Source: an optimization exercise on an open RTL-to-GDS flow (aim: small area, a short achievable clock period and few clock cycles). Production flows keep margins and buffers that such runs may drop.
Function was checked by simulation only, so behaviour that the tests miss may differ from the original.
Power figures rest on the tool's default switching activity, not on a simulated workload.

--- design/flow/constraint.sdc ---
create_clock -name core_clock -period 9.0 [get_ports {clk}]
set_input_delay 1.8000 -clock core_clock [delete_from_list [all_inputs] [get_ports {clk}]]
set_output_delay 1.8000 -clock core_clock [all_outputs]
set_load 0.01 [all_outputs]
--- design/flow/design.v ---
module gf2m_block #(
    parameter integer M        = 8,
    parameter integer W        = 32,
    parameter [M-1:0] MOD_INIT = 8'h1B
) (
    input  wire         clk,
    input  wire         rst,
    input  wire         sel,
    input  wire         we,
    input  wire [3:0]   addr,
    input  wire [W-1:0] wdata,
    output reg  [W-1:0] rdata
);
    localparam [3:0] A_CMD = 4'h0, A_STATUS = 4'h1, A_OPA = 4'h2, A_OPB = 4'h3,
                     A_MOD = 4'h4, A_RES0 = 4'h5, A_RES1 = 4'h6, A_RES2 = 4'h7,
                     A_PARAM = 4'h8;
    reg [W-1:0] opa, opb;
    reg [M-1:0] modlo;
    reg [W-1:0] res0, res1, res2;
    reg         busy, done, noinv, zero, err_op, err_busy;
    reg         is_inv;
    reg [W-1:0] x, y, gx, gy, hx, hy;
    reg         xu;           
    wire [W-1:0] mod_full = {{(W-M-1){1'b0}}, 1'b1, modlo};
    function automatic [4:0] pe32(input [31:0] p);
        reg [15:0] a16; reg [7:0] a8; reg [3:0] a4; reg [1:0] a2;
        reg b4, b3, b2, b1, b0;
        begin
            b4  = |p[31:16];
            a16 = b4 ? p[31:16] : p[15:0];
            b3  = |a16[15:8];
            a8  = b3 ? a16[15:8] : a16[7:0];
            b2  = |a8[7:4];
            a4  = b2 ? a8[7:4] : a8[3:0];
            b1  = |a4[3:2];
            a2  = b1 ? a4[3:2] : a4[1:0];
            b0  = a2[1];
            pe32 = {b4, b3, b2, b1, b0};
        end
    endfunction
    wire [7:0] cmd_width = wdata[15:8];
    reg [W-1:0] deg_mask;
    integer k;
    always @* begin
        for (k = 0; k < W; k = k + 1)
            deg_mask[k] = (cmd_width == 8'd0) || (k < cmd_width);
    end
    wire [W-1:0] deg_scan   = opa & deg_mask;
    wire [4:0]   deg_result = pe32(deg_scan);
    function automatic [M-1:0] xtime(input [M-1:0] xx);
        begin
            xtime = xx[M-1] ? ({xx[M-2:0], 1'b0} ^ modlo) : {xx[M-2:0], 1'b0};
        end
    endfunction
    reg [M-1:0] ftab [0:M-1];
    reg [M-1:0] fmul_result;
    integer t;
    always @* begin
        ftab[0] = opa[M-1:0];
        for (t = 1; t < M; t = t + 1)
            ftab[t] = xtime(ftab[t-1]);
        fmul_result = {M{1'b0}};
        for (t = 0; t < M; t = t + 1)
            if (opb[t]) fmul_result = fmul_result ^ ftab[t];
    end
    wire [4:0] dx = pe32(x);
    wire [4:0] dy = pe32(y);
    wire [5:0] dxy = {1'b0, dx} - {1'b0, dy};
    wire [5:0] dyx = {1'b0, dy} - {1'b0, dx};
    wire       rx  = (dxy[5] == 1'b0) && ((dxy[4:0] != 5'd0) || xu);
    wire [4:0] j   = rx ? dxy[4:0] : dyx[4:0];
    wire [W-1:0] dvp = rx ? y  : x;     
    wire [W-1:0] dvg = rx ? gy : gx;
    wire [W-1:0] dvh = rx ? hy : hx;
    wire [W-1:0] rmp = rx ? x  : y;     
    wire [4:0]   dr  = rx ? dx : dy;    
    wire [4:0]   dd  = rx ? dy : dx;    
    wire ub1 = (dr != 5'd0) ? rmp[dr - 5'd1] : 1'b0;
    wire vb1 = (dd != 5'd0) ? dvp[dd - 5'd1] : 1'b0;
    wire q1  = (j != 5'd0) && (ub1 ^ vb1);
    wire [W:0] sp = {1'b0, dvp} << j;
    wire [W:0] sg = {1'b0, dvg} << j;
    wire [W:0] sh = {1'b0, dvh} << j;
    wire [W-1:0] tp = sp[W-1:0] ^ (q1 ? sp[W:1] : {W{1'b0}});
    wire [W-1:0] tg = sg[W-1:0] ^ (q1 ? sg[W:1] : {W{1'b0}});
    wire [W-1:0] th = sh[W-1:0] ^ (q1 ? sh[W:1] : {W{1'b0}});
    wire [W-1:0] nx  = x  ^ tp;
    wire [W-1:0] ny  = y  ^ tp;
    wire [W-1:0] ngx = gx ^ tg;
    wire [W-1:0] ngy = gy ^ tg;
    wire [W-1:0] nhx = hx ^ th;
    wire [W-1:0] nhy = hy ^ th;
    wire [W-1:0] nu  = rmp ^ tp;
    wire         fin = (nu == {W{1'b0}});
    wire         gcd1 = (dvp == {{(W-1){1'b0}}, 1'b1});
    wire wr = sel & we;
    wire [3:0] cmd_op = wdata[3:0];
    wire cmd_legal = (cmd_op >= 4'h1) && (cmd_op <= 4'h4);
    wire cmd_acc = wr && (addr == A_CMD) && !busy;    
    wire c_deg  = (cmd_op == 4'h1);
    wire c_fmul = (cmd_op == 4'h2);
    wire c_eea  = (cmd_op == 4'h3);
    wire c_inv  = (cmd_op == 4'h4);
    wire opa_z = (opa == {W{1'b0}});
    wire opb_z = (opb == {W{1'b0}});
    wire eea_now = opa_z || opb_z;
    always @(posedge clk) begin
        if (rst) begin
            opa      <= {W{1'b0}};
            opb      <= {W{1'b0}};
            modlo    <= MOD_INIT;
            res0     <= {W{1'b0}};
            res1     <= {W{1'b0}};
            res2     <= {W{1'b0}};
            busy     <= 1'b0;
            done     <= 1'b0;
            noinv    <= 1'b0;
            zero     <= 1'b0;
            err_op   <= 1'b0;
            err_busy <= 1'b0;
            is_inv   <= 1'b0;
        end else begin
            if (wr) begin
                case (addr)
                    A_CMD, A_OPA, A_OPB, A_MOD: begin
                        if (busy) begin
                            err_busy <= 1'b1;
                        end else begin
                            case (addr)
                                A_OPA: opa <= wdata;
                                A_OPB: opb <= wdata;
                                A_MOD: modlo <= wdata[M-1:0];
                                default: begin   
                                    noinv  <= 1'b0;
                                    zero   <= 1'b0;
                                    done   <= 1'b1;
                                    err_op <= !cmd_legal;
                                    is_inv <= c_inv;
                                    if (c_deg) begin
                                        res0 <= {{(W-5){1'b0}}, deg_result};
                                        res1 <= {W{1'b0}};
                                        res2 <= {W{1'b0}};
                                        zero <= (deg_scan == {W{1'b0}});
                                    end
                                    if (c_fmul) begin
                                        res0 <= {{(W-M){1'b0}}, fmul_result};
                                        res1 <= {W{1'b0}};
                                        res2 <= {W{1'b0}};
                                    end
                                    if (c_eea) begin
                                        if (eea_now) begin
                                            res0 <= opa_z ? opb : opa;
                                            res1 <= {{(W-1){1'b0}}, !opa_z};
                                            res2 <= {{(W-1){1'b0}}, opa_z};
                                        end else begin
                                            done <= 1'b0;
                                            busy <= 1'b1;
                                        end
                                    end
                                    if (c_inv) begin
                                        if (opa_z) begin
                                            res0  <= {W{1'b0}};
                                            res1  <= mod_full;
                                            res2  <= {{(W-1){1'b0}}, 1'b1};
                                            noinv <= 1'b1;
                                        end else begin
                                            done <= 1'b0;
                                            busy <= 1'b1;
                                        end
                                    end
                                end
                            endcase
                        end
                    end
                    A_STATUS: if (wdata[5]) err_busy <= 1'b0;
                    default: ;
                endcase
            end
            if (busy && fin) begin
                if (is_inv) begin
                    res0  <= gcd1 ? dvg : {W{1'b0}};
                    noinv <= !gcd1;
                    res1  <= dvp;
                end else begin
                    res0  <= dvp;
                    res1  <= dvg;
                end
                res2 <= dvh;
                busy <= 1'b0;
                done <= 1'b1;
            end
        end
    end
    wire load = cmd_acc;
    always @(posedge clk) begin
        if (load) begin
            x  <= opa;
            y  <= c_inv ? mod_full : opb;
            gx <= {{(W-1){1'b0}}, 1'b1};
            gy <= {W{1'b0}};
            hx <= {W{1'b0}};
            hy <= {{(W-1){1'b0}}, 1'b1};
            xu <= 1'b1;
        end else if (busy) begin
            if (rx) begin
                x  <= nx;
                gx <= ngx;
                hx <= nhx;
            end else begin
                y  <= ny;
                gy <= ngy;
                hy <= nhy;
            end
            xu <= rx;
        end
    end
    always @* begin
        case (addr)
            A_STATUS: rdata = {{(W-6){1'b0}}, err_busy, err_op, zero, noinv, done, busy};
            A_OPA:    rdata = opa;
            A_OPB:    rdata = opb;
            A_MOD:    rdata = mod_full;
            A_RES0:   rdata = res0;
            A_RES1:   rdata = res1;
            A_RES2:   rdata = res2;
            A_PARAM:  rdata = {{(W-16){1'b0}}, W[7:0], M[7:0]};
            default:  rdata = {W{1'b0}};
        endcase
    end
endmodule
--- design/flow/run.sh ---
#!/bin/bash
# synth_recipe.tcl (not shown) runs the flow's synth.tcl, then flattens the netlist and writes it again
# the make line also repeats each setting of config.mk as NAME=value (left out here)
make -C /OpenROAD-flow-scripts/flow DESIGN_CONFIG=/design/flow/config.mk WORK_HOME=/design/flow/orfs CLKGATE_MAP_FILE= SYNTH_SCRIPT=/design/flow/synth_recipe.tcl finish
--- design/flow/config.mk ---
export PLATFORM = sky130hd
export DESIGN_NAME = gf2m_block
export DESIGN_NICKNAME = gf2m_block
export VERILOG_FILES = /design/flow/design.v
export SDC_FILE = /design/flow/constraint.sdc
export NUM_CORES = 4
export LEC_CHECK = 0
export CAP_MARGIN = 20
export CORE_MARGIN = 2
export CORE_UTILIZATION = 40
export SLEW_MARGIN = 20
==> PnR_summary.wiki <==
{| class="wikitable"
! Metric !! Value
|-
| HP Class || reg2reg
|-
| Width of the die || 292.5 um
|-
| Pre-CTS worst setup slack || 0.1299 ns
|-
| Kind of capture point of the worst setup path || flip-flop
|-
| Warning count from the yosys run || 2
|-
| ANT nets after route || 0
|-
| Count of vias placed by the detailed router || 36440
|-
| Clk slew on worst S/H paths || approximately 0.060 ns
|-
| Highest net fanout along the worst path || 18
|-
| Area grow syn2layout || 17.29%
|-
| Die height || just under 300 um
|-
| Inserted Clock Buffers || 42
|-
| Achievable frequency || 114.1 MHz
|-
| TNS Setup || 0 ns
|-
| P_sw || 1.892 mW
|-
| Layout fillers || 8271
|-
| Placement row count || 105
|-
| Clock latency on the worst-skew pair || about 0.58 ns
|-
| Max capacitance violation total || 0
|-
| WP data arrival || 9.23 ns
|-
| Non-filler instance count after layout || 5727
|-
| Instance area after placement || about 37000 sq um
|-
| Number of H-tree levels || 2
|-
| Number of synthesized register bits || 368
|-
| Most common cell on crit path || buf_4
|-
| Length of the first detailed-routing pass in iterations || 10
|-
| Placed Cells || about 5600
|-
| Cell area after technology mapping || between 30000 and 40000 sq um
|-
| Detailed-route wire length || ~160000 um
|-
| Final weighted congestion in routability-driven placement || 1.063
|-
| Starting density of the core || 40.48%
|-
| Final period demand of the worst path || 8.764 ns
|-
| Count of nets after finishing || roughly 4700
|-
| Distinct cells, synth || 106
|-
| Library cell occupying the most area in the post-synthesis netlist || dfxtp_1
|-
| Starting DRC count in detailed routing || approximately 5400
|-
| Setup violators final || 0
|-
| Number of top-level pins || between 70 and 80
|-
| Dominant register cell in the synthesized netlist || dfxtp_1
|-
| Global routing usage summed across all routing layers || 36.05%
|-
| Maximum single-stage delay on the critical path || 0.61 ns
|-
| Largest vdd supply drop || 0.1494 mV
|-
| Part of the power in registers || 35.9%
|-
| Core Util, Final || 47.49%
|-
| Global-route wire length before repair || 231200 um
|-
| Antenna violations before repair || 4
|-
| Share of the clock period used by the worst path after layout || 97.38%
|-
| Share of total power in the clock network || 33.3%
|-
| Worst Hold Depth || 2
|-
| DR vias/cell || around 6.4
|-
| Worst path setup slack after routing || around 0.24 ns
|-
| Largest net degree at the start of global routing || 173
|-
| Yosys top cell area share || 18.28%
|-
| Portion of total power attributed to combinational logic || 30.7%
|-
| Number of synthesized flops with an enable pin || 64
|-
| Pins over their slew limit || 0
|-
| Floorplan core area || 82240 sq um
|-
| Sequential area share after synthesis || 24.05%
|-
| Sinks on the clock net || 368
|-
| Remaining Overflow, GRT || 0
|-
| Sw frac || 35.34%
|-
| Summed area of non-filler cells in the final layout || 39050 sq um
|-
| Mean routed wirelength per cell || 28.21 um
|-
| Synthesized instance count || around 4500
|-
| Worst clock skew || 0.01369 ns
|-
| Final routed DRC violation total || 0
|-
| Sort of element at the start of the critical path || flip-flop
|-
| CP Data Required Time || 9.47 ns
|-
| Fraction of registers with async set or reset after synthesis || 0%
|-
| Result of the run || no timing/DRC/antenna violations
|-
| Top cells by area in the synthesized netlist || dfxtp_1, mux2i_1, nand2_1
|-
| # port buffers || 71
|-
| Critical-path cell with the highest stage delay || or4_4
|-
| Buffer levels on the longest clock path || 3
|-
| Depth of the worst register-to-register path || 37
|-
| Relative slew slack || 15.44%
|-
| Mean cell area of the mapped netlist || approximately 7.4 sq um
|-
| Fraction of layout cells with a size suffix above 1 || 16.08%
|-
| Via count of the first global-routing pass || between 30000 and 40000
|-
| HPWL reported at the end of detailed placement || 120200 um
|-
| Top cells by instance count after synthesis || nand2_1, nor2_1, mux2i_1
|-
| CTS tree || built
|-
| Static Leak || 15.19 nW
|-
| Hold_buf cts || 0
|-
| Top-count cell post-synth || nand2_1
|-
| Mapped Nets || 4521
|-
| Post-route total power || around 5.4 mW
|-
| Internal power contribution || roughly 3.5 mW
|-
| Critical path type || reg2reg
|-
| Hold Worst Slack || 0.4546 ns
|-
| Actual slew at the worst max-slew pin || 1.259 ns
|-
| Hold violation total from the final report || 0
|-
| Areal power density over the cells || 137.1 nW/um^2
|-
| Die Area || 85560 sq um
|-
| Root Buffer || clkbuf_16
|}
## metal layers
| metal | vias up | part of all wire, % | GRT usage, % |
|---|---|---|---|
| met5 | - | 0 | 0 |
| met4 | 0 | 4.9 | 14.50 |
| met1 | 17510 | 42 | 50.74 |
| met3 | 400 | 12 | 8.749 |
| met2 | 2189 | 41 | 52.47 |
| li1 | 16340 | - | - |
## placed cells by master (no fill, tap or decap), types with 15 or more instances in the layout
master           instances
mux4_2                  19
a211o_1                 34
nand2_1                715
xnor2_1                157
edfxtp_1                64
or3_1                   93
mux2_4                  35
inv_1                   27
clkbuf_16               47
a222oi_1                24
buf_4                  408
and2_1                  29
nor3_1                  61
a21oi_1                347
a21o_1                  19
mux2_2                  93
nand3_1                107
a31oi_1                 36
clkdlybuf4s50_1         69
nor3b_1                 33
nor2_1                 462
a22oi_1                 50
nor2b_1                 22
nand4_1                 35
mux2i_1                352
o21ai_0                242
nand3b_1                30
a211oi_1                54
nor4_1                  41
xor2_1                 156
and3_1                  40
o211ai_1                35
o221ai_1                15
dfxtp_1                303
## area by class of cell
class                      count  area, sq um  area share (%)
inverter                      36        141.4          0.3620
tap                         1070         1339           3.428
timing repair buffer         501         4204           10.77
clock buffer                  56         1164           2.980
sequential                   368         8011           20.51
multi-input combinational   3671        23950           61.32
clock inverter                20        235.2          0.6023
antenna                        5        12.51         0.03204
## path summary, 6_finish.rpt
kind,from,end,slack [ns]
setup / recovery,x[20],res0[24],0.24
hold / removal,err_busy,err_busy,0.45
hold reg to reg,err_busy,err_busy,0.45
setup reg to reg,x[20],res0[24],0.24
## power groups by stage
stage	logic (mW)	registers [mW]	clock network [mW]
floorplan	0.990	1.93	0
global placement	1.57	1.95	0
detailed placement	1.57	1.95	0
CTS	1.58	1.92	1.81
global route	1.76	1.94	1.86
finish	1.65	1.92	1.78
## flip-flops by register name (all words and copies together), names as in the netlist, 8 cells and up
name / cells
x: 32
gy: 32
res2: 32
res1: 32
modlo: 8
gx: 32
opb: 32
opa: 32
y: 32
hy: 32
hx: 32
res0: 32
## cell families after synthesis
group / share of synthesized area, %
xor gates and xnor gates: 8.489
buffers and inverters: 5.190
and+or+nand+nor: 24.43
AOI/OAI and AO/OA: 20.26
adders and majority gates: 0.4886
DFF: 24.05
muxes: 17.10
## worst max-delay path: cells and delay by family, from the launching register on
family	cells	cell delay, ns
muxes	2	0.61
buffers and inverters	11	1.86
AOI/OAI and AO/OA	10	1.45
and+or+nand+nor	12	3.61
adders and majority gates	2	0.67
DFF	1	0.39
## timing repair
item                       in CTS  in global routing
setup endpoints to repair       0                100
resized for setup               0                 47
setup buffers                   0                  8
Testbench counts, summed over its fixed seeds: cycles 24,364.

-- what the ideal ports hide --
The results above use ideal ports. As a check the final layout listed here was re-extracted and re-timed, cells and wires unchanged.
Step 1: set_driving_cell puts a clkbuf_16 on clk and a buf_2 on each other input, an assumption about the parent block.
Step 2 adds t to the input delays and takes it off the output delays; t is the mean of the earliest and latest rising clock arrival at the registers after step 1. Input paths then give back, and output paths get back, about the clock's delay inside the block.
Slacks: no drivers / after step 1 / after step 2; pairs: no drivers / after step 1.
t, ns: 0.640
slack for setup (ns): 0.236 / 0.235 / 0.235
cell pins on the clock port's net: 1
After both steps this run still meets setup and hold. The setup slack of this run moves by -0.001 ns with the drivers and by -0.001 ns with both steps.
